Background: an optimization exercise with open tools, aiming at a short achievable clock period and few clock cycles. Do not read the settings as production practice.
The RTL was checked by simulation tests, not by an equivalence proof against the original design.
No activity file was given, so power comes from the tool's default toggle rates.

===== flow/config.mk =====
export PLATFORM = sky130hd
export DESIGN_NAME = pgrf
export DESIGN_NICKNAME = pgrf
export VERILOG_FILES = /design/flow/design.v
export SDC_FILE = /design/flow/constraint.sdc
export NUM_CORES = 4
export LEC_CHECK = 0
export CAP_MARGIN = 35
export CORE_MARGIN = 2
export CORE_UTILIZATION = 32
export PLACE_DENSITY = 0.5
export SLEW_MARGIN = 30

===== flow/constraint.sdc =====
create_clock -name core_clock -period 20.0 [get_ports {clk}]
set_input_delay 4.0000 -clock core_clock [delete_from_list [all_inputs] [get_ports {clk}]]
set_output_delay 4.0000 -clock core_clock [all_outputs]
set_load 0.01 [all_outputs]

===== flow/design.v =====
module pgrf (
    input  wire        clk,
    input  wire        rst,
    input  wire        req_valid,
    output wire        req_ready,
    input  wire [31:0] req_cmd,
    input  wire [63:0] req_data,
    output wire        rsp_valid,
    input  wire        rsp_ready,
    output wire [1:0]  rsp_status,
    output wire [63:0] rsp_data
);
    localparam [7:0] OPC_CLR   = 8'h01;
    localparam [7:0] OPC_GET   = 8'h02;
    localparam [7:0] OPC_SET   = 8'h03;
    localparam [7:0] OPC_GRAV  = 8'h04;
    localparam [7:0] OPC_GPASS = 8'h05;
    localparam [7:0] OPC_XPOSE = 8'h06;
    localparam [7:0] OPC_RDLO  = 8'h07;
    localparam [7:0] OPC_RDHI  = 8'h08;
    localparam [1:0] ST_OK      = 2'd0;
    localparam [1:0] ST_ERR_ARG = 2'd1;
    localparam [1:0] ST_ERR_OPC = 2'd2;
    localparam [1:0] ST_ERR_RSV = 2'd3;
    function [12:0] col_therm;
        input [7:0] o;
        begin
            case (o)
            8'd0: col_therm = 13'h0000;
            8'd1: col_therm = 13'h0000;
            8'd2: col_therm = 13'h0001;
            8'd3: col_therm = 13'h0000;
            8'd4: col_therm = 13'h0003;
            8'd5: col_therm = 13'h0001;
            8'd6: col_therm = 13'h0001;
            8'd7: col_therm = 13'h0000;
            8'd8: col_therm = 13'h0007;
            8'd9: col_therm = 13'h0003;
            8'd10: col_therm = 13'h0003;
            8'd11: col_therm = 13'h0001;
            8'd12: col_therm = 13'h0007;
            8'd13: col_therm = 13'h0001;
            8'd14: col_therm = 13'h0001;
            8'd15: col_therm = 13'h0000;
            8'd16: col_therm = 13'h000f;
            8'd17: col_therm = 13'h0007;
            8'd18: col_therm = 13'h0007;
            8'd19: col_therm = 13'h0003;
            8'd20: col_therm = 13'h000f;
            8'd21: col_therm = 13'h0003;
            8'd22: col_therm = 13'h0003;
            8'd23: col_therm = 13'h0001;
            8'd24: col_therm = 13'h001f;
            8'd25: col_therm = 13'h0007;
            8'd26: col_therm = 13'h0007;
            8'd27: col_therm = 13'h0001;
            8'd28: col_therm = 13'h000f;
            8'd29: col_therm = 13'h0001;
            8'd30: col_therm = 13'h0001;
            8'd31: col_therm = 13'h0000;
            8'd32: col_therm = 13'h001f;
            8'd33: col_therm = 13'h000f;
            8'd34: col_therm = 13'h000f;
            8'd35: col_therm = 13'h0007;
            8'd36: col_therm = 13'h001f;
            8'd37: col_therm = 13'h0007;
            8'd38: col_therm = 13'h0007;
            8'd39: col_therm = 13'h0003;
            8'd40: col_therm = 13'h003f;
            8'd41: col_therm = 13'h000f;
            8'd42: col_therm = 13'h000f;
            8'd43: col_therm = 13'h0003;
            8'd44: col_therm = 13'h001f;
            8'd45: col_therm = 13'h0003;
            8'd46: col_therm = 13'h0003;
            8'd47: col_therm = 13'h0001;
            8'd48: col_therm = 13'h007f;
            8'd49: col_therm = 13'h001f;
            8'd50: col_therm = 13'h001f;
            8'd51: col_therm = 13'h0007;
            8'd52: col_therm = 13'h003f;
            8'd53: col_therm = 13'h0007;
            8'd54: col_therm = 13'h0007;
            8'd55: col_therm = 13'h0001;
            8'd56: col_therm = 13'h007f;
            8'd57: col_therm = 13'h000f;
            8'd58: col_therm = 13'h000f;
            8'd59: col_therm = 13'h0001;
            8'd60: col_therm = 13'h001f;
            8'd61: col_therm = 13'h0001;
            8'd62: col_therm = 13'h0001;
            8'd63: col_therm = 13'h0000;
            8'd64: col_therm = 13'h003f;
            8'd65: col_therm = 13'h001f;
            8'd66: col_therm = 13'h001f;
            8'd67: col_therm = 13'h000f;
            8'd68: col_therm = 13'h003f;
            8'd69: col_therm = 13'h000f;
            8'd70: col_therm = 13'h000f;
            8'd71: col_therm = 13'h0007;
            8'd72: col_therm = 13'h007f;
            8'd73: col_therm = 13'h001f;
            8'd74: col_therm = 13'h001f;
            8'd75: col_therm = 13'h0007;
            8'd76: col_therm = 13'h003f;
            8'd77: col_therm = 13'h0007;
            8'd78: col_therm = 13'h0007;
            8'd79: col_therm = 13'h0003;
            8'd80: col_therm = 13'h00ff;
            8'd81: col_therm = 13'h003f;
            8'd82: col_therm = 13'h003f;
            8'd83: col_therm = 13'h000f;
            8'd84: col_therm = 13'h007f;
            8'd85: col_therm = 13'h000f;
            8'd86: col_therm = 13'h000f;
            8'd87: col_therm = 13'h0003;
            8'd88: col_therm = 13'h00ff;
            8'd89: col_therm = 13'h001f;
            8'd90: col_therm = 13'h001f;
            8'd91: col_therm = 13'h0003;
            8'd92: col_therm = 13'h003f;
            8'd93: col_therm = 13'h0003;
            8'd94: col_therm = 13'h0003;
            8'd95: col_therm = 13'h0001;
            8'd96: col_therm = 13'h01ff;
            8'd97: col_therm = 13'h007f;
            8'd98: col_therm = 13'h007f;
            8'd99: col_therm = 13'h001f;
            8'd100: col_therm = 13'h00ff;
            8'd101: col_therm = 13'h001f;
            8'd102: col_therm = 13'h001f;
            8'd103: col_therm = 13'h0007;
            8'd104: col_therm = 13'h01ff;
            8'd105: col_therm = 13'h003f;
            8'd106: col_therm = 13'h003f;
            8'd107: col_therm = 13'h0007;
            8'd108: col_therm = 13'h007f;
            8'd109: col_therm = 13'h0007;
            8'd110: col_therm = 13'h0007;
            8'd111: col_therm = 13'h0001;
            8'd112: col_therm = 13'h03ff;
            8'd113: col_therm = 13'h007f;
            8'd114: col_therm = 13'h007f;
            8'd115: col_therm = 13'h000f;
            8'd116: col_therm = 13'h00ff;
            8'd117: col_therm = 13'h000f;
            8'd118: col_therm = 13'h000f;
            8'd119: col_therm = 13'h0001;
            8'd120: col_therm = 13'h01ff;
            8'd121: col_therm = 13'h001f;
            8'd122: col_therm = 13'h001f;
            8'd123: col_therm = 13'h0001;
            8'd124: col_therm = 13'h003f;
            8'd125: col_therm = 13'h0001;
            8'd126: col_therm = 13'h0001;
            8'd127: col_therm = 13'h0000;
            8'd128: col_therm = 13'h007f;
            8'd129: col_therm = 13'h003f;
            8'd130: col_therm = 13'h003f;
            8'd131: col_therm = 13'h001f;
            8'd132: col_therm = 13'h007f;
            8'd133: col_therm = 13'h001f;
            8'd134: col_therm = 13'h001f;
            8'd135: col_therm = 13'h000f;
            8'd136: col_therm = 13'h00ff;
            8'd137: col_therm = 13'h003f;
            8'd138: col_therm = 13'h003f;
            8'd139: col_therm = 13'h000f;
            8'd140: col_therm = 13'h007f;
            8'd141: col_therm = 13'h000f;
            8'd142: col_therm = 13'h000f;
            8'd143: col_therm = 13'h0007;
            8'd144: col_therm = 13'h01ff;
            8'd145: col_therm = 13'h007f;
            8'd146: col_therm = 13'h007f;
            8'd147: col_therm = 13'h001f;
            8'd148: col_therm = 13'h00ff;
            8'd149: col_therm = 13'h001f;
            8'd150: col_therm = 13'h001f;
            8'd151: col_therm = 13'h0007;
            8'd152: col_therm = 13'h01ff;
            8'd153: col_therm = 13'h003f;
            8'd154: col_therm = 13'h003f;
            8'd155: col_therm = 13'h0007;
            8'd156: col_therm = 13'h007f;
            8'd157: col_therm = 13'h0007;
            8'd158: col_therm = 13'h0007;
            8'd159: col_therm = 13'h0003;
            8'd160: col_therm = 13'h03ff;
            8'd161: col_therm = 13'h00ff;
            8'd162: col_therm = 13'h00ff;
            8'd163: col_therm = 13'h003f;
            8'd164: col_therm = 13'h01ff;
            8'd165: col_therm = 13'h003f;
            8'd166: col_therm = 13'h003f;
            8'd167: col_therm = 13'h000f;
            8'd168: col_therm = 13'h03ff;
            8'd169: col_therm = 13'h007f;
            8'd170: col_therm = 13'h007f;
            8'd171: col_therm = 13'h000f;
            8'd172: col_therm = 13'h00ff;
            8'd173: col_therm = 13'h000f;
            8'd174: col_therm = 13'h000f;
            8'd175: col_therm = 13'h0003;
            8'd176: col_therm = 13'h07ff;
            8'd177: col_therm = 13'h00ff;
            8'd178: col_therm = 13'h00ff;
            8'd179: col_therm = 13'h001f;
            8'd180: col_therm = 13'h01ff;
            8'd181: col_therm = 13'h001f;
            8'd182: col_therm = 13'h001f;
            8'd183: col_therm = 13'h0003;
            8'd184: col_therm = 13'h03ff;
            8'd185: col_therm = 13'h003f;
            8'd186: col_therm = 13'h003f;
            8'd187: col_therm = 13'h0003;
            8'd188: col_therm = 13'h007f;
            8'd189: col_therm = 13'h0003;
            8'd190: col_therm = 13'h0003;
            8'd191: col_therm = 13'h0001;
            8'd192: col_therm = 13'h07ff;
            8'd193: col_therm = 13'h01ff;
            8'd194: col_therm = 13'h01ff;
            8'd195: col_therm = 13'h007f;
            8'd196: col_therm = 13'h03ff;
            8'd197: col_therm = 13'h007f;
            8'd198: col_therm = 13'h007f;
            8'd199: col_therm = 13'h001f;
            8'd200: col_therm = 13'h07ff;
            8'd201: col_therm = 13'h00ff;
            8'd202: col_therm = 13'h00ff;
            8'd203: col_therm = 13'h001f;
            8'd204: col_therm = 13'h01ff;
            8'd205: col_therm = 13'h001f;
            8'd206: col_therm = 13'h001f;
            8'd207: col_therm = 13'h0007;
            8'd208: col_therm = 13'h0fff;
            8'd209: col_therm = 13'h01ff;
            8'd210: col_therm = 13'h01ff;
            8'd211: col_therm = 13'h003f;
            8'd212: col_therm = 13'h03ff;
            8'd213: col_therm = 13'h003f;
            8'd214: col_therm = 13'h003f;
            8'd215: col_therm = 13'h0007;
            8'd216: col_therm = 13'h07ff;
            8'd217: col_therm = 13'h007f;
            8'd218: col_therm = 13'h007f;
            8'd219: col_therm = 13'h0007;
            8'd220: col_therm = 13'h00ff;
            8'd221: col_therm = 13'h0007;
            8'd222: col_therm = 13'h0007;
            8'd223: col_therm = 13'h0001;
            8'd224: col_therm = 13'h1fff;
            8'd225: col_therm = 13'h03ff;
            8'd226: col_therm = 13'h03ff;
            8'd227: col_therm = 13'h007f;
            8'd228: col_therm = 13'h07ff;
            8'd229: col_therm = 13'h007f;
            8'd230: col_therm = 13'h007f;
            8'd231: col_therm = 13'h000f;
            8'd232: col_therm = 13'h0fff;
            8'd233: col_therm = 13'h00ff;
            8'd234: col_therm = 13'h00ff;
            8'd235: col_therm = 13'h000f;
            8'd236: col_therm = 13'h01ff;
            8'd237: col_therm = 13'h000f;
            8'd238: col_therm = 13'h000f;
            8'd239: col_therm = 13'h0001;
            8'd240: col_therm = 13'h1fff;
            8'd241: col_therm = 13'h01ff;
            8'd242: col_therm = 13'h01ff;
            8'd243: col_therm = 13'h001f;
            8'd244: col_therm = 13'h03ff;
            8'd245: col_therm = 13'h001f;
            8'd246: col_therm = 13'h001f;
            8'd247: col_therm = 13'h0001;
            8'd248: col_therm = 13'h07ff;
            8'd249: col_therm = 13'h003f;
            8'd250: col_therm = 13'h003f;
            8'd251: col_therm = 13'h0001;
            8'd252: col_therm = 13'h007f;
            8'd253: col_therm = 13'h0001;
            8'd254: col_therm = 13'h0001;
            8'd255: col_therm = 13'h0000;
            default: col_therm = 13'h0000;
            endcase
        end
    endfunction
    function [7:0] col_src;
        input [7:0] o;
        begin
            case (o)
            8'd0: col_src = 8'h00;
            8'd1: col_src = 8'h00;
            8'd2: col_src = 8'h02;
            8'd3: col_src = 8'h00;
            8'd4: col_src = 8'h04;
            8'd5: col_src = 8'h04;
            8'd6: col_src = 8'h06;
            8'd7: col_src = 8'h00;
            8'd8: col_src = 8'h08;
            8'd9: col_src = 8'h08;
            8'd10: col_src = 8'h0a;
            8'd11: col_src = 8'h08;
            8'd12: col_src = 8'h04;
            8'd13: col_src = 8'h0c;
            8'd14: col_src = 8'h0e;
            8'd15: col_src = 8'h00;
            8'd16: col_src = 8'h10;
            8'd17: col_src = 8'h10;
            8'd18: col_src = 8'h12;
            8'd19: col_src = 8'h10;
            8'd20: col_src = 8'h04;
            8'd21: col_src = 8'h14;
            8'd22: col_src = 8'h16;
            8'd23: col_src = 8'h10;
            8'd24: col_src = 8'h08;
            8'd25: col_src = 8'h08;
            8'd26: col_src = 8'h0a;
            8'd27: col_src = 8'h18;
            8'd28: col_src = 8'h04;
            8'd29: col_src = 8'h1c;
            8'd30: col_src = 8'h1e;
            8'd31: col_src = 8'h00;
            8'd32: col_src = 8'h20;
            8'd33: col_src = 8'h20;
            8'd34: col_src = 8'h22;
            8'd35: col_src = 8'h20;
            8'd36: col_src = 8'h04;
            8'd37: col_src = 8'h24;
            8'd38: col_src = 8'h26;
            8'd39: col_src = 8'h20;
            8'd40: col_src = 8'h08;
            8'd41: col_src = 8'h08;
            8'd42: col_src = 8'h0a;
            8'd43: col_src = 8'h28;
            8'd44: col_src = 8'h04;
            8'd45: col_src = 8'h2c;
            8'd46: col_src = 8'h2e;
            8'd47: col_src = 8'h20;
            8'd48: col_src = 8'h10;
            8'd49: col_src = 8'h10;
            8'd50: col_src = 8'h12;
            8'd51: col_src = 8'h10;
            8'd52: col_src = 8'h04;
            8'd53: col_src = 8'h14;
            8'd54: col_src = 8'h16;
            8'd55: col_src = 8'h30;
            8'd56: col_src = 8'h08;
            8'd57: col_src = 8'h08;
            8'd58: col_src = 8'h0a;
            8'd59: col_src = 8'h38;
            8'd60: col_src = 8'h04;
            8'd61: col_src = 8'h3c;
            8'd62: col_src = 8'h3e;
            8'd63: col_src = 8'h00;
            8'd64: col_src = 8'h40;
            8'd65: col_src = 8'h40;
            8'd66: col_src = 8'h42;
            8'd67: col_src = 8'h40;
            8'd68: col_src = 8'h04;
            8'd69: col_src = 8'h44;
            8'd70: col_src = 8'h46;
            8'd71: col_src = 8'h40;
            8'd72: col_src = 8'h08;
            8'd73: col_src = 8'h08;
            8'd74: col_src = 8'h0a;
            8'd75: col_src = 8'h48;
            8'd76: col_src = 8'h04;
            8'd77: col_src = 8'h4c;
            8'd78: col_src = 8'h4e;
            8'd79: col_src = 8'h40;
            8'd80: col_src = 8'h10;
            8'd81: col_src = 8'h10;
            8'd82: col_src = 8'h12;
            8'd83: col_src = 8'h10;
            8'd84: col_src = 8'h04;
            8'd85: col_src = 8'h14;
            8'd86: col_src = 8'h16;
            8'd87: col_src = 8'h50;
            8'd88: col_src = 8'h08;
            8'd89: col_src = 8'h08;
            8'd90: col_src = 8'h0a;
            8'd91: col_src = 8'h58;
            8'd92: col_src = 8'h04;
            8'd93: col_src = 8'h5c;
            8'd94: col_src = 8'h5e;
            8'd95: col_src = 8'h40;
            8'd96: col_src = 8'h20;
            8'd97: col_src = 8'h20;
            8'd98: col_src = 8'h22;
            8'd99: col_src = 8'h20;
            8'd100: col_src = 8'h04;
            8'd101: col_src = 8'h24;
            8'd102: col_src = 8'h26;
            8'd103: col_src = 8'h20;
            8'd104: col_src = 8'h08;
            8'd105: col_src = 8'h08;
            8'd106: col_src = 8'h0a;
            8'd107: col_src = 8'h28;
            8'd108: col_src = 8'h04;
            8'd109: col_src = 8'h2c;
            8'd110: col_src = 8'h2e;
            8'd111: col_src = 8'h60;
            8'd112: col_src = 8'h10;
            8'd113: col_src = 8'h10;
            8'd114: col_src = 8'h12;
            8'd115: col_src = 8'h10;
            8'd116: col_src = 8'h04;
            8'd117: col_src = 8'h14;
            8'd118: col_src = 8'h16;
            8'd119: col_src = 8'h70;
            8'd120: col_src = 8'h08;
            8'd121: col_src = 8'h08;
            8'd122: col_src = 8'h0a;
            8'd123: col_src = 8'h78;
            8'd124: col_src = 8'h04;
            8'd125: col_src = 8'h7c;
            8'd126: col_src = 8'h7e;
            8'd127: col_src = 8'h00;
            8'd128: col_src = 8'h80;
            8'd129: col_src = 8'h80;
            8'd130: col_src = 8'h82;
            8'd131: col_src = 8'h80;
            8'd132: col_src = 8'h04;
            8'd133: col_src = 8'h84;
            8'd134: col_src = 8'h86;
            8'd135: col_src = 8'h80;
            8'd136: col_src = 8'h08;
            8'd137: col_src = 8'h08;
            8'd138: col_src = 8'h0a;
            8'd139: col_src = 8'h88;
            8'd140: col_src = 8'h04;
            8'd141: col_src = 8'h8c;
            8'd142: col_src = 8'h8e;
            8'd143: col_src = 8'h80;
            8'd144: col_src = 8'h10;
            8'd145: col_src = 8'h10;
            8'd146: col_src = 8'h12;
            8'd147: col_src = 8'h10;
            8'd148: col_src = 8'h04;
            8'd149: col_src = 8'h14;
            8'd150: col_src = 8'h16;
            8'd151: col_src = 8'h90;
            8'd152: col_src = 8'h08;
            8'd153: col_src = 8'h08;
            8'd154: col_src = 8'h0a;
            8'd155: col_src = 8'h98;
            8'd156: col_src = 8'h04;
            8'd157: col_src = 8'h9c;
            8'd158: col_src = 8'h9e;
            8'd159: col_src = 8'h80;
            8'd160: col_src = 8'h20;
            8'd161: col_src = 8'h20;
            8'd162: col_src = 8'h22;
            8'd163: col_src = 8'h20;
            8'd164: col_src = 8'h04;
            8'd165: col_src = 8'h24;
            8'd166: col_src = 8'h26;
            8'd167: col_src = 8'h20;
            8'd168: col_src = 8'h08;
            8'd169: col_src = 8'h08;
            8'd170: col_src = 8'h0a;
            8'd171: col_src = 8'h28;
            8'd172: col_src = 8'h04;
            8'd173: col_src = 8'h2c;
            8'd174: col_src = 8'h2e;
            8'd175: col_src = 8'ha0;
            8'd176: col_src = 8'h10;
            8'd177: col_src = 8'h10;
            8'd178: col_src = 8'h12;
            8'd179: col_src = 8'h10;
            8'd180: col_src = 8'h04;
            8'd181: col_src = 8'h14;
            8'd182: col_src = 8'h16;
            8'd183: col_src = 8'hb0;
            8'd184: col_src = 8'h08;
            8'd185: col_src = 8'h08;
            8'd186: col_src = 8'h0a;
            8'd187: col_src = 8'hb8;
            8'd188: col_src = 8'h04;
            8'd189: col_src = 8'hbc;
            8'd190: col_src = 8'hbe;
            8'd191: col_src = 8'h80;
            8'd192: col_src = 8'h40;
            8'd193: col_src = 8'h40;
            8'd194: col_src = 8'h42;
            8'd195: col_src = 8'h40;
            8'd196: col_src = 8'h04;
            8'd197: col_src = 8'h44;
            8'd198: col_src = 8'h46;
            8'd199: col_src = 8'h40;
            8'd200: col_src = 8'h08;
            8'd201: col_src = 8'h08;
            8'd202: col_src = 8'h0a;
            8'd203: col_src = 8'h48;
            8'd204: col_src = 8'h04;
            8'd205: col_src = 8'h4c;
            8'd206: col_src = 8'h4e;
            8'd207: col_src = 8'h40;
            8'd208: col_src = 8'h10;
            8'd209: col_src = 8'h10;
            8'd210: col_src = 8'h12;
            8'd211: col_src = 8'h10;
            8'd212: col_src = 8'h04;
            8'd213: col_src = 8'h14;
            8'd214: col_src = 8'h16;
            8'd215: col_src = 8'h50;
            8'd216: col_src = 8'h08;
            8'd217: col_src = 8'h08;
            8'd218: col_src = 8'h0a;
            8'd219: col_src = 8'h58;
            8'd220: col_src = 8'h04;
            8'd221: col_src = 8'h5c;
            8'd222: col_src = 8'h5e;
            8'd223: col_src = 8'hc0;
            8'd224: col_src = 8'h20;
            8'd225: col_src = 8'h20;
            8'd226: col_src = 8'h22;
            8'd227: col_src = 8'h20;
            8'd228: col_src = 8'h04;
            8'd229: col_src = 8'h24;
            8'd230: col_src = 8'h26;
            8'd231: col_src = 8'h20;
            8'd232: col_src = 8'h08;
            8'd233: col_src = 8'h08;
            8'd234: col_src = 8'h0a;
            8'd235: col_src = 8'h28;
            8'd236: col_src = 8'h04;
            8'd237: col_src = 8'h2c;
            8'd238: col_src = 8'h2e;
            8'd239: col_src = 8'he0;
            8'd240: col_src = 8'h10;
            8'd241: col_src = 8'h10;
            8'd242: col_src = 8'h12;
            8'd243: col_src = 8'h10;
            8'd244: col_src = 8'h04;
            8'd245: col_src = 8'h14;
            8'd246: col_src = 8'h16;
            8'd247: col_src = 8'hf0;
            8'd248: col_src = 8'h08;
            8'd249: col_src = 8'h08;
            8'd250: col_src = 8'h0a;
            8'd251: col_src = 8'hf8;
            8'd252: col_src = 8'h04;
            8'd253: col_src = 8'hfc;
            8'd254: col_src = 8'hfe;
            8'd255: col_src = 8'h00;
            default: col_src = 8'h00;
            endcase
        end
    endfunction
    function [1:0] dec_status;
        input [31:0] cmd;
        reg [7:0] opc, row, col, val;
        reg rsv_bad, arg_bad;
        begin
            opc = cmd[7:0]; row = cmd[15:8]; col = cmd[23:16]; val = cmd[31:24];
            rsv_bad = (opc == OPC_GET) ? (val != 8'd0)
                    : (opc == OPC_SET) ? 1'b0
                    : (cmd[31:8] != 24'd0);
            arg_bad = (opc == OPC_GET) ? (row >= 8'd8 || col >= 8'd8)
                    : (opc == OPC_SET) ? (row >= 8'd8 || col >= 8'd8 || val >= 8'd4)
                    : 1'b0;
            dec_status = (opc < OPC_CLR || opc > OPC_RDHI) ? ST_ERR_OPC
                       : rsv_bad ? ST_ERR_RSV
                       : arg_bad ? ST_ERR_ARG
                       : ST_OK;
        end
    endfunction
    reg ph_idle, ph_busy, ph_resp;
    reg acc_q;                   
    reg rst_q;                   
    assign req_ready = ph_idle;
    assign rsp_valid = ph_resp;
    reg        in_v;
    reg [31:0] in_cmd;
    reg [63:0] in_data;
    reg [31:0] pf_cmd;
    reg [63:0] pf_data;
    reg [63:0] lo, hi;
    reg [1:0]  rsp_status_q, rsp_status_h;
    reg [63:0] rsp_data_q, rsp_data_h;
    assign rsp_status = rsp_status_q;
    assign rsp_data   = rsp_data_q;
    reg s1_v, rdy;
    wire empty   = !s1_v && !rdy;
    wire match   = (pf_cmd == in_cmd) && (pf_data == in_data);
    wire restart = acc_q && !empty && !match;
    wire start   = !rst_q && in_v &&
                   ((!ph_busy && empty) || (acc_q && (empty || !match)));
    wire commit  = ph_busy && (s1_v || rdy) && !restart;
    always @(posedge clk) begin
        in_v    <= req_valid;
        in_cmd  <= req_cmd;
        in_data <= req_data;
        rst_q   <= rst;
        acc_q   <= req_valid && ph_idle && !rst;
        if (rst) begin
            ph_idle <= 1'b1;
            ph_busy <= 1'b0;
            ph_resp <= 1'b0;
        end else begin
            if (ph_idle && req_valid) begin
                ph_idle <= 1'b0;
                ph_busy <= 1'b1;
            end
            if (ph_busy && commit) begin
                ph_busy <= 1'b0;
                ph_resp <= 1'b1;
            end
            if (ph_resp && rsp_ready) begin
                ph_resp <= 1'b0;
                ph_idle <= 1'b1;
            end
        end
    end
    wire [1:0] st1  = dec_status(in_cmd);
    wire [7:0] opc1 = in_cmd[7:0];
    wire       ok1  = (st1 == ST_OK);
    wire [5:0] idx1 = {in_cmd[10:8], in_cmd[18:16]};
    wire [1:0] val1 = in_cmd[25:24];
    wire [63:0] occ = lo | hi;
    reg [63:0] g_lo, g_hi;       
    reg [63:0] p_lo, p_hi;       
    reg [12:0] therm;            
    reg [23:0] pmoves;           
    reg [7:0]  co, cs, clo, chi;
    reg [12:0] ct;
    reg [63:0] cg;
    reg [7:0]  cnt;
    integer    c, r, s;
    always @(*) begin
        g_lo = 64'd0; g_hi = 64'd0;
        p_lo = 64'd0; p_hi = 64'd0;
        therm = 13'd0;
        pmoves = 24'd0;
        for (c = 0; c < 8; c = c + 1) begin
            for (r = 0; r < 8; r = r + 1) begin
                co[r]  = occ[r*8 + c];
                clo[r] = lo[r*8 + c];
                chi[r] = hi[r*8 + c];
            end
            ct = col_therm(co);
            therm = therm | ct;
            cs = col_src(co);
            pmoves[c*3 +: 3] = cs[1] + cs[2] + cs[3] + cs[4] + cs[5] + cs[6] + cs[7];
            for (r = 0; r < 8; r = r + 1) begin
                if (r < 7 && cs[(r < 7) ? r + 1 : 7]) begin
                    p_lo[r*8 + c] = clo[(r < 7) ? r + 1 : 7];
                    p_hi[r*8 + c] = chi[(r < 7) ? r + 1 : 7];
                end else if (!cs[r]) begin
                    p_lo[r*8 + c] = clo[r];
                    p_hi[r*8 + c] = chi[r];
                end
            end
            cnt = 8'd1;
            for (s = 0; s < 8; s = s + 1) begin
                for (r = 0; r < 8; r = r + 1)
                    cg[r*8 + s] = co[s] && cnt[r];
                if (co[s])
                    cnt = {cnt[6:0], 1'b0};
            end
            for (r = 0; r < 8; r = r + 1) begin
                g_lo[r*8 + c] = |(cg[r*8 +: 8] & clo);
                g_hi[r*8 + c] = |(cg[r*8 +: 8] & chi);
            end
        end
    end
    reg [63:0] n_lo, n_hi;
    always @(*) begin
        n_lo = lo;
        n_hi = hi;
        if (ok1) begin
            case (opc1)
            OPC_CLR: begin
                n_lo = 64'd0;
                n_hi = 64'd0;
            end
            OPC_SET: begin
                n_lo[idx1] = val1[0];
                n_hi[idx1] = val1[1];
            end
            OPC_GRAV: begin
                n_lo = g_lo;
                n_hi = g_hi;
            end
            OPC_GPASS: begin
                n_lo = p_lo;
                n_hi = p_hi;
            end
            default: ;
            endcase
        end
    end
    reg [63:0] s1_lo, s1_hi;
    reg [12:0] s1_therm;
    reg [23:0] s1_moves;
    reg [1:0]  s1_status;
    always @(posedge clk) begin
        s1_v <= start;
        if (start) begin
            pf_cmd    <= in_cmd;
            pf_data   <= in_data;
            s1_lo     <= n_lo;
            s1_hi     <= n_hi;
            s1_therm  <= therm;
            s1_moves  <= pmoves;
            s1_status <= st1;
        end
    end
    function [63:0] xpose;
        input [63:0] d;
        integer i, j;
        begin
            for (i = 0; i < 8; i = i + 1)
                for (j = 0; j < 8; j = j + 1)
                    xpose[i*8 + j] = d[j*8 + i];
        end
    endfunction
    wire [7:0] opc2 = pf_cmd[7:0];
    wire [5:0] idx2 = {pf_cmd[10:8], pf_cmd[18:16]};
    wire [3:0] npass = s1_therm[12] ? 4'd13 : s1_therm[11] ? 4'd12 :
                       s1_therm[10] ? 4'd11 : s1_therm[9]  ? 4'd10 :
                       s1_therm[8]  ? 4'd9  : s1_therm[7]  ? 4'd8  :
                       s1_therm[6]  ? 4'd7  : s1_therm[5]  ? 4'd6  :
                       s1_therm[4]  ? 4'd5  : s1_therm[3]  ? 4'd4  :
                       s1_therm[2]  ? 4'd3  : s1_therm[1]  ? 4'd2  :
                       s1_therm[0]  ? 4'd1  : 4'd0;
    wire [5:0] nmoves = s1_moves[2:0]   + s1_moves[5:3]   + s1_moves[8:6]   +
                        s1_moves[11:9]  + s1_moves[14:12] + s1_moves[17:15] +
                        s1_moves[20:18] + s1_moves[23:21];
    reg [63:0] d2;
    always @(*) begin
        d2 = 64'd0;
        if (s1_status == ST_OK) begin
            case (opc2)
            OPC_GET:   d2 = {62'd0, hi[idx2], lo[idx2]};
            OPC_GRAV:  d2 = {60'd0, npass};
            OPC_GPASS: d2 = {58'd0, nmoves};
            OPC_XPOSE: d2 = xpose(pf_data);
            OPC_RDLO:  d2 = lo;
            OPC_RDHI:  d2 = hi;
            default: ;
            endcase
        end
    end
    always @(posedge clk)
        rdy <= !rst_q && !commit && !restart && (s1_v || rdy);
    always @(posedge clk) begin
        if (rst_q) begin
            lo <= 64'd0;
            hi <= 64'd0;
        end else if (commit) begin
            lo <= s1_lo;
            hi <= s1_hi;
        end
        if (commit) begin
            rsp_status_h <= s1_status;
            rsp_data_h   <= d2;
        end
        if (commit || !ph_resp) begin
            rsp_status_q <= s1_status;
            rsp_data_q   <= d2;
        end else begin
            rsp_status_q <= rsp_status_h;
            rsp_data_q   <= rsp_data_h;
        end
    end
endmodule

===== flow/flow/run.sh =====
#!/bin/bash
# The standard layout, with timing repair aiming well below the clock
# period (setup margin), so the resizer shortens every path it can.
# make's full output goes to flow_make.log; ORFS keeps each step's tool
# log under orfs/logs/.
set -euo pipefail
bash standard.sh SETUP_SLACK_MARGIN=16 finish > flow_make.log 2>&1

===== flow/standard.sh =====
#!/bin/bash
# synth_recipe.tcl (not shown) runs the flow's synth.tcl, then flattens the netlist and writes it again
# the make line also repeats each setting of config.mk as NAME=value (left out here)
make -C /OpenROAD-flow-scripts/flow DESIGN_CONFIG=/design/flow/config.mk WORK_HOME=/design/flow/orfs CLKGATE_MAP_FILE= SYNTH_SCRIPT=/design/flow/synth_recipe.tcl "${@:-finish}"

==> summary.txt <==
-- what timing repair did --
item,4_1_cts,5_1_grt
gates cloned,2,2
endpoints found under the hold margin,0,0
buffers inserted,46,31
gates resized for setup,553,104
setup endpoints to repair,488,333
pin swaps,39,39
-- routing by layer --
metal | vias to the layer above | GRT usage | routed length, um
met1 | 24100 | 0.468 | 104000
li1 | 20400 | - | -
met5 | - | 0 | 160
met4 | 22 | 0.194 | 17400
met2 | 3722 | 0.503 | 107000
met3 | 790 | 0.109 | 32600
-- sequential cells by signal, summed over array words and instances (netlist names), 64 cells and up --
signal	flops
hi	64
in_data	64
lo	64
pf_data	64
rsp_data_h	64
rsp_data_q	64
s1_hi	64
s1_lo	64
-- cell usage in the layout, fill, tap and decap left out, drive strengths merged, types with 36 or more instances in the layout --
master	count
edfxtp	329
nand3	151
nand4	69
buf	391
xnor2	94
nor2	598
a222oi	95
a221oi	54
or2	69
mux2i	206
o21ai	473
ha	42
dfxtp	298
clkbuf	115
a21o	37
mux2	92
nor3	109
o211ai	95
clkdlybuf4s50	95
nor4	55
and3	36
o22ai	93
fa	49
a21oi	314
a31oi	81
inv	175
o221ai	38
nand2	480
a211oi	50
a22oi	78
-- metrics by stage --
stage               setup slack (ns)  hold WS, ns
global route                   14.80        0.459
CTS                            14.77        0.442
global placement               14.92        0.433
detailed placement             14.90        0.437
finish                         14.80        0.432
floorplan                      14.65        0.407
-- final cells by class --
type | count | share of cell area
sequential | 627 | 0.299
clock buffer | 107 | 0.0400
tap | 1876 | 0.0438
timing repair inverter | 1 | 0.0000935
timing repair buffer | 497 | 0.0840
multi-input combinational | 4052 | 0.511
inverter | 175 | 0.0125
clock inverter | 34 | 0.00825
antenna | 31 | 0.00145
-- where the power goes --
part | internal (mW) | total (mW) | switching [mW] | leakage [nW]
clock | 0.826 | 1.46 | 0.631 | 1.25
combinational | 0.277 | 0.851 | 0.574 | 12.5
sequential | 1.42 | 1.46 | 0.0450 | 5.54
total | 2.52 | 3.77 | 1.25 | 19.3
-- cells by family (layout without fill, tap and decap cells) --
group,Yosys count,in the layout,share of synthesized area
buffers and inverters,717,814,0.0617
flip-flops,627,627,0.353
adder cells (fa/ha/maj),91,91,0.0336
XOR/XNOR,127,127,0.0248
multiplexers,326,326,0.0831
other,0,31,0
AND/OR/NAND/NOR,1724,1726,0.176
AO/OA/AOI/OAI,1782,1782,0.268
-- worst max-delay path by stage --
stage                                         to  slack [ns]
final                                rsp_data[3]       14.80
after floorplan              pf_cmd[0]$_DFFE_PP_       14.65
after detailed placement     s1_lo[42]$_DFFE_PP_       14.90
after CTS                            rsp_data[4]       14.77
after global routing                 rsp_data[3]       14.80
after global placement    s1_moves[10]$_DFFE_PP_       14.92
==> flow_metrics.env <==
export IMPL_synth_top_area_frac=0.220
export IMPL_grt_pass1_wl_mm=359
export IMPL_clk_latency_ns=0.75
export IMPL_grtUsageTotal=0.352
export IMPL_grt_overflow_total=0
export IMPL_htreeDepth=3
export IMPL_synth_cell_types=91
export IMPL_rows=137
export IMPL_cts_tree="yes"
export IMPL_port_buffer_count=167
export IMPL_fin_cells=7400
export IMPL_syn_num_nets=5585
export IMPL_routed_wl_mm=261
export IMPL_synth_most_common_cell="nor2_1"
export IMPL_critPathSlowestCell="dfxtp_4"
export IMPL_timing_rr_start="s1_moves[20]$_DFFE_PP_"
export IMPL_first_pass_iters=12
export IMPL_finalHoldViolations=0
export IMPL_finalSetupTns_ns=0
export IMPL_clk_pin_slew_ns=0.06
export IMPL_synthFlopType="edfxtp_1"
export IMPL_die_width_um=379
export IMPL_cpLargestDelayFamily="flip-flops"
export IMPL_syn_inst=5394
export IMPL_cp_cell_sequence="buf_6"
export IMPL_fin_crit_sh=0.260
export IMPL_cts_buffers=76
export IMPL_floorplan_die_area_um2=143000
export IMPL_cts_sink_count=627
export IMPL_via_per_inst=6.63
export IMPL_finalWeightedCongestion=1.08
export IMPL_worst_setup_path_type="flip-flop to output pin"
export IMPL_crit_fanout=1
export IMPL_die_h_um=379
export IMPL_dp_cells=7140
export IMPL_post_route_util=0.384
export IMPL_worst_slew_pin_slew_ns=1.08
export IMPL_stdcell_area_um2=53500
export IMPL_nets=5621
export IMPL_critPathCaptureType="output pin"
export IMPL_yosys_warnings=1
export IMPL_cpPeakStageDelay_ns=0.36
export IMPL_synth_edf_count=329
export IMPL_initial_core_util=0.322
export IMPL_grt_start_max_net_pins=136
export IMPL_fillers=14200
export IMPL_slew_headroom=0.274
export IMPL_ys_seq_area_frac=0.353
export IMPL_reg2reg_depth=12
export IMPL_layout_drive_gt1_share=0.184
export IMPL_holdPathEnd="pf_data[25]$_DFFE_PP_"
export IMPL_ys_top_cells_by_area="edfxtp_1 (22%), dfxtp_1 (13%), o21ai_0 (5.1%), nor2_1 (5.0%), mux2i_1 (4.6%)"
export IMPL_async_flop_share=0
export IMPL_min_period_ns=5.20
export IMPL_route_detailed_drc=0
export IMPL_io_pins=168
export IMPL_synth_largest_area_cell="edfxtp_1"
export IMPL_area_growth_pct=19.3
export IMPL_final_antenna_net_count=0
export IMPL_core_area_um2=139000
export IMPL_grt_pass1_vias=44200
export IMPL_first_iter_violations=8853
export IMPL_vias=49100
export IMPL_whs_path_depth=0
export IMPL_power_mw=3.77
export IMPL_synth_area_um2=44900
export IMPL_critPathLaunchType="flip-flop"
export IMPL_drv_cap=0
export IMPL_r2r_slack_ns=15.75
export IMPL_synth_area_per_cell_um2=8.32
export IMPL_crit_buf_inv=1
export IMPL_ys_ff_latch=627
export IMPL_power_leakage_nw=19.3
export IMPL_peakVddDrop_v=0.0000566
export IMPL_hold_start="in_data[25]$_DFF_P_"
export IMPL_fmax_mhz=192
export IMPL_cts_buffer_depth=3
export IMPL_holdBufCountCts=0
export IMPL_setup_viol=0
export IMPL_maxSlewViolCount=0
export IMPL_rr_endpoint="rsp_data_q[3]$_DFF_P_"
export IMPL_seq_area_um2=16000
export IMPL_wl_per_cell_um=35.3
export IMPL_place_area_um2=48900
export IMPL_cp_startpoint="rsp_data_q[3]$_DFF_P_"
export IMPL_p_per_area_nw_per_um2=70.4
export IMPL_clock_tree_root_cell="clkbuf_16"
export IMPL_antenna_found_initial=40
export IMPL_crit_required_ns=16.00
export IMPL_dp_hpwl_mm=191
export IMPL_skew_ns=0.0729
export IMPL_worst_path_stages=1
export IMPL_status="finished clean"
export IMPL_hp_class="flip-flop to flip-flop"
export IMPL_synth_cells_most_frequent="nor2_1 (596), nand2_1 (478), clkbuf_1 (472), o21ai_0 (453), edfxtp_1 (329)"
export IMPL_rsz0062_at_grt="yes"
export IMPL_arrival_ns=1.20
export IMPL_multi_input_area_um2=27400
Testbench counts, summed over its fixed seeds: cycles 17,414.

[static timing again, ports no longer ideal]
The results above use ideal ports. As a check the final layout listed here was re-extracted and re-timed, cells and wires unchanged.
Step 1: set_driving_cell puts a clkbuf_16 on clk and a buf_2 on each other input, an assumption about the parent block.
Step 2, shift: input delay + t, output delay - t, t = (earliest + latest rising clock arrival at the registers) / 2. This alone moves slack from input paths to output paths.
Slacks: ideal / step 1 / step 2; pairs: ideal / step 1.
shift t [ns]: 0.787
setup slack, ns: 14.802 / 14.729 / 15.301
worst hold slack (ns): 0.432 / 0.432 / 0.432
worst setup path at the end: input to register
After both steps this run still meets setup and hold. For this run, drivers alone change the setup slack by -0.073 ns; drivers and shift together by +0.499 ns.
